Context: an optimization exercise on an open-source flow, tuned for small area, a short achievable clock period and few clock cycles. The choices shown serve that exercise and are no tape-out recipe. Function was checked by simulation only, so behaviour that the tests miss may differ from the original. Power is estimated from default activity; no workload was simulated.

==> job 6117 <==
Design sloth_round_engine, start of the top module:
module sloth_round_engine #(
    parameter W = 128
) (
    input  wire         clk,
    input  wire         rst,
    input  wire         start,
    input  wire         mode,
    input  wire [31:0]  rounds,
    input  wire [W-1:0] p,
    input  wire [W-1:0] x,
    output wire         ready,
    output reg          done,
    output wire [W-1:0] y,
    output reg          xr
);
export LEC_CHECK = 0
export CAP_MARGIN = 40
export CORE_MARGIN = 2
export CORE_UTILIZATION = 55
export SLEW_MARGIN = 40
create_clock -name core_clock -period 14.0 [get_ports {clk}]
standard.sh (not shown) runs the stock make flow with config.mk's settings and CLKGATE_MAP_FILE= SYNTH_SCRIPT=/design/flow/synth_recipe.tcl, a recipe that flattens the netlist after the stock synthesis.
==> flow/flow/run.sh <==
#!/bin/bash
# Standard layout, with the resizer asked for more setup slack than the
# period needs (same clock and constraints), without its rebuffering move.
set -euo pipefail
export SETUP_SLACK_MARGIN=9
export SETUP_MOVE_SEQUENCE="unbuffer,sizeup,swap,clone,split"
bash standard.sh > standard_flow.log 2>&1
==> job 1457: changes against job 6117 <==
--- a/flow/design.v
+++ b/flow/design.v
@@ -86,36 +86,41 @@
     localparam S_MM    = 4'd7;    
     localparam S_CONV  = 4'd8;    
     localparam S_XLD   = 4'd9;    
     localparam S_DMX1  = 4'd10;   
     localparam S_DMX2  = 4'd11;   
-    localparam OP_SQ   = 3'd0;    
-    localparam OP_MUL  = 3'd1;    
-    localparam OP_FMUL = 3'd2;    
-    localparam OP_OUT  = 3'd3;    
-    localparam OP_RED  = 3'd4;    
-    localparam OP_DSQ  = 3'd5;    
+    localparam OP_SQ   = 4'd0;    
+    localparam OP_SQ2  = 4'd1;    
+    localparam OP_MUL1 = 4'd2;    
+    localparam OP_MUL3 = 4'd3;    
+    localparam OP_FMUL = 4'd4;    
+    localparam OP_OUT  = 4'd5;    
+    localparam OP_RED  = 4'd6;    
+    localparam OP_DSQ  = 4'd7;    
+    localparam OP_PRE2 = 4'd8;    
+    localparam OP_PRE3 = 4'd9;    
     reg [3:0]    state, nst;
     reg          rdy;
     reg          mode_r;
     reg [31:0]   rc;
     reg [W-1:0]  P;
     reg [W-1:0]  X;
     reg [W:0]    A;
     reg [W:0]    B;
+    reg [W:0]    T3;          
     reg [W+1:0]  Ss, Sc;
     reg          Sk;
     reg [K-1:0]  mp_r;        
     reg [7:0]    bl_r;        
     reg [7:0]    n_r;         
     reg [6:0]    nit_r;       
     reg [6:0]    mm_cnt;      
     reg [8:0]    dbl_cnt;
-    reg [6:0]    i_r;         
-    reg [2:0]    op;
+    reg [7:0]    i_r;         
+    reg [3:0]    op;
     reg          big_r;       
-    reg          e0_r;        
+    reg          e0_r, e1_r;  
     reg          f_mm, f_ux, f_uh, f_u2x, f_ub, f_sub;
     assign ready = rdy;
     assign y     = X;
     function [7:0] bitlen;
         input [W-1:0] v;
@@ -155,12 +160,16 @@
         for (g = 0; g < W; g = g + 1) begin : g_th
             assign m_th[g] = (g < bl_r[7:1]);
         end
     endgenerate
     wire [W-3:0] pk = P[W-1:2];
-    wire e0    = pk[i_r];
-    wire i_ge1 = (i_r != 7'd0);
+    wire [7:0] i_m1 = i_r - 8'd1;
+    wire e0 = ~i_r[7] & pk[i_r[6:0]];
+    wire e1 = ~i_m1[7] & pk[i_m1[6:0]];
+    wire i_pos = ~i_r[7];                  
+    wire i_ge1 = ~i_r[7] & (i_r != 8'd0);  
+    wire i_ge2 = ~i_m1[7] & (i_m1 != 8'd0);
     wire [W+1:0] ss_n, sc_n;
     wire         sk_n;
     sloth_modmul #(.W(W), .K(K)) u_mm (
         .ss   (Ss),
         .sc   (Sc),
@@ -178,13 +187,11 @@
                      | ({(W+1){f_u2x}} & {X, 1'b0})
                      | ({(W+1){f_ub}}  & B);
     wire [W+1:0] np  = {(W+2){f_sub}} & ~{2'b00, P};
     wire [W+1:0] op1 = Ss | {1'b0, u};
     wire [W+1:0] op2 = Sc | np;
-    wire         cin = f_sub | Sk;
-    wire [W+3:0] sx  = {1'b0, op1, cin} + {1'b0, op2, cin};
-    wire [W+2:0] sum = sx[W+3:1];
+    wire [W+2:0] sum = {1'b0, op1} + {1'b0, op2} + {{(W+2){1'b0}}, f_sub | Sk};
     wire         ge  = sum[W+2];
     wire [W-1:0] red = ge ? sum[W-1:0] : u[W-1:0];
     always @(*) begin
         nst = state;
         case (state)
@@ -207,36 +214,41 @@
         if (rst) nst = S_IDLE;
     end
     wire st_conv = (state == S_CONV);
     wire dbl_end = (state == S_DBL) && (dbl_cnt == 9'd0);
     wire small_e = (bl_r[7:2] == 6'd0);    
-    wire x_in  = (state == S_IDLE);
+    wire x_in  = (state == S_IDLE) && start;
     wire x_xm  = ((state == S_ROUND) && !mode_r) || (state == S_DMX1);
     wire x_red = ((state == S_R3) && !big_r) || ((state == S_DBL) && (dbl_cnt != 9'd0)) ||
                  (state == S_XLD) || (state == S_DMX2);
-    wire a_sum = st_conv;
-    reg b_ld, b_sum, b_x, b_one;
+    wire a_sum = st_conv && !(op == OP_PRE3 && !e1_r);
+    reg b_ld, b_sum, b_x, b_t3, b_one;
     always @(*) begin
-        b_ld = 1'b0; b_sum = 1'b0; b_x = 1'b0; b_one = 1'b0;
+        b_ld = 1'b0; b_sum = 1'b0; b_x = 1'b0; b_t3 = 1'b0; b_one = 1'b0;
         if (state == S_R3 && big_r) begin
             b_ld = 1'b1; b_one = 1'b1;
         end else if (dbl_end) begin
             b_ld = 1'b1;
             if (!mode_r && small_e && !bl_r[0]) b_one = 1'b1;
             else                                b_x   = 1'b1;
         end else if (st_conv) begin
             b_ld = 1'b1;
             case (op)
-            OP_SQ:   if (!e0_r && i_ge1) b_sum = 1'b1; else b_x = 1'b1;
-            OP_MUL:  if (i_ge1) b_sum = 1'b1; else b_x = 1'b1;
-            OP_FMUL: b_one = 1'b1;
-            default: b_sum = 1'b1;
+            OP_PRE2:          b_x = 1'b1;
+            OP_PRE3:          if (e1_r && i_ge2) b_sum = 1'b1; else b_x = 1'b1;
+            OP_SQ:            if ((!e0_r && i_ge1) || (e0_r && e1_r)) b_sum = 1'b1;
+                              else b_x = 1'b1;
+            OP_SQ2:           b_t3 = 1'b1;
+            OP_MUL1, OP_MUL3: if (i_pos) b_sum = 1'b1; else b_x = 1'b1;
+            OP_FMUL:          b_one = 1'b1;
+            default:          b_sum = 1'b1;
             endcase
         end
     end
     wire [W:0] b_next = ({(W+1){b_sum}} & sum[W:0])
                       | ({(W+1){b_x}}   & {1'b0, X})
+                      | ({(W+1){b_t3}}  & T3)
                       | {{W{1'b0}}, b_one};
     always @(posedge clk) begin
         state <= nst;
         f_mm  <= (nst == S_MM);
         f_ux  <= (nst == S_INIT) || (nst == S_R3) || (nst == S_DMX2);
@@ -244,10 +256,11 @@
         f_u2x <= (nst == S_DBL);
         f_ub  <= (nst == S_XLD);
         f_sub <= (nst == S_INIT) || (nst == S_R2) || (nst == S_R3) ||
                  (nst == S_DMX2) || (nst == S_DBL) || (nst == S_XLD);
         e0_r  <= e0;
+        e1_r  <= e1;
         Ss    <= f_mm ? ss_n : {(W+2){1'b0}};
         Sc    <= f_mm ? sc_n : {(W+2){1'b0}};
         Sk    <= f_mm & sk_n;
         if (state != S_MM)
             mm_cnt <= (state == S_R3 && big_r) ? NIT[6:0] : nit_r;
@@ -259,10 +272,12 @@
             A <= sum[W:0];
         else
             A <= {1'b0, X};
         if (b_ld)
             B <= b_next;
+        if (st_conv && op == OP_PRE3)
+            T3 <= sum[W:0];
         if (x_in)
             X <= x;
         else if (x_xm)
             X <= X ^ m_th;
         else if (x_red)
@@ -272,15 +287,16 @@
             done <= 1'b0;
         end else begin
             done <= 1'b0;
             case (state)
             S_IDLE: begin
-                mode_r <= mode;
-                P      <= p;
-                rc     <= rounds;
-                if (start)
-                    rdy <= 1'b0;
+                if (start) begin
+                    rdy    <= 1'b0;
+                    mode_r <= mode;
+                    P      <= p;
+                    rc     <= rounds;
+                end
             end
             S_INIT: begin
                 bl_r <= bitlen(P);
                 mp_r <= mprime(P[K-1:0]);
                 xr   <= ge;
@@ -310,29 +326,41 @@
                 end else if (mode_r) begin
                     op <= OP_DSQ;
                 end else if (small_e) begin
                     op <= bl_r[0] ? OP_FMUL : OP_OUT;
                 end else begin
-                    op  <= OP_SQ;
-                    i_r <= bl_r[6:0] - 7'd4;
+                    op  <= OP_PRE2;
+                    i_r <= bl_r - 8'd3;
                 end
             end
             S_CONV: begin
                 case (op)
-                OP_SQ: begin
-                    if (e0_r) begin
-                        op <= OP_MUL;
+                OP_PRE2: op <= OP_PRE3;
+                OP_PRE3: begin
+                    if (e1_r) begin
+                        op  <= i_ge2 ? OP_SQ : OP_FMUL;
+                        i_r <= i_r - 8'd2;
                     end else begin
                         op  <= i_ge1 ? OP_SQ : OP_FMUL;
-                        i_r <= i_r - 1'b1;
+                        i_r <= i_r - 8'd1;
                     end
                 end
-                OP_MUL: begin
-                    op  <= i_ge1 ? OP_SQ : OP_FMUL;
-                    i_r <= i_r - 1'b1;
+                OP_SQ: begin
+                    if (!e0_r) begin
+                        op  <= i_ge1 ? OP_SQ : OP_FMUL;
+                        i_r <= i_r - 8'd1;
+                    end else if (e1_r) begin
+                        op  <= OP_SQ2;
+                        i_r <= i_r - 8'd2;
+                    end else begin
+                        op  <= OP_MUL1;
+                        i_r <= i_r - 8'd1;
+                    end
                 end
-                OP_FMUL: op <= OP_OUT;
+                OP_SQ2:           op <= OP_MUL3;
+                OP_MUL1, OP_MUL3: op <= i_pos ? OP_SQ : OP_FMUL;
+                OP_FMUL:          op <= OP_OUT;
                 default: ;
                 endcase
             end
             S_XLD: begin
                 if (op != OP_RED && op != OP_DSQ) begin
--- a/flow/config.mk
+++ b/flow/config.mk
@@ -5,7 +5,7 @@
 export SDC_FILE = /design/flow/constraint.sdc
 export NUM_CORES = 4
 export LEC_CHECK = 0
 export CAP_MARGIN = 40
 export CORE_MARGIN = 2
-export CORE_UTILIZATION = 55
+export CORE_UTILIZATION = 40
 export SLEW_MARGIN = 40
==> results.txt <==
Against job 6117, the clock-buffer cell count of job 1457 is higher by 24.
In job 6117 the clock skew is lower than in job 1457, by 0.012 ns.
In job 6117 the setup slack is lower than in job 1457, by 0.11 ns.
Between job 6117 and job 1457, the lower sequential share of layout area is in job 6117 (gap 2.2 points).
Between job 6117 and job 1457, the lower fmax is in job 6117 (gap 1.9%, measured against job 1457).
Between job 1457 and job 6117, the lower combinational power is in job 1457 (gap 21%, measured against job 6117).
Against job 6117, the worst hold slack of job 1457 is lower by 0.011 ns.
Job 1457 passed the timing, DRC and antenna checks. Job 6117 passed the timing, DRC and antenna checks.
Testbench counts of job 6117, summed over its fixed seeds: cycles 67,580.
Testbench counts of job 1457, summed over its fixed seeds: cycles 60,604.

static timing again, ports no longer ideal:
Ports are ideal in the flow. The routed layouts listed here were re-timed in OpenROAD. Step 1: set_driving_cell puts a clkbuf_16 on clk and a buf_2 on each other input, an assumption about the parent block. Step 2 times the ports against the registers' clock, not the clock port: input delays grow and output delays shrink by t, the midpoint of the rising clock arrivals with the driver on. Slacks: ideal / step 1 / step 2; pairs: ideal / step 1.
| run | t (ns) | slack for setup (ns) | worst register clock-pin slew, ns |
|---|---|---|---|
| job 6117 | 0.854 | 8.054 / 8.054 / 8.054 | 0.07 / 0.07 |
| job 1457 | 0.910 | 8.169 / 8.169 / 7.803 | 0.07 / 0.07 |
After both steps every run listed still meets setup and hold. The setup slack of job 1457, which loses most, moves by 0.000 ns with the drivers and by -0.366 ns with both steps.
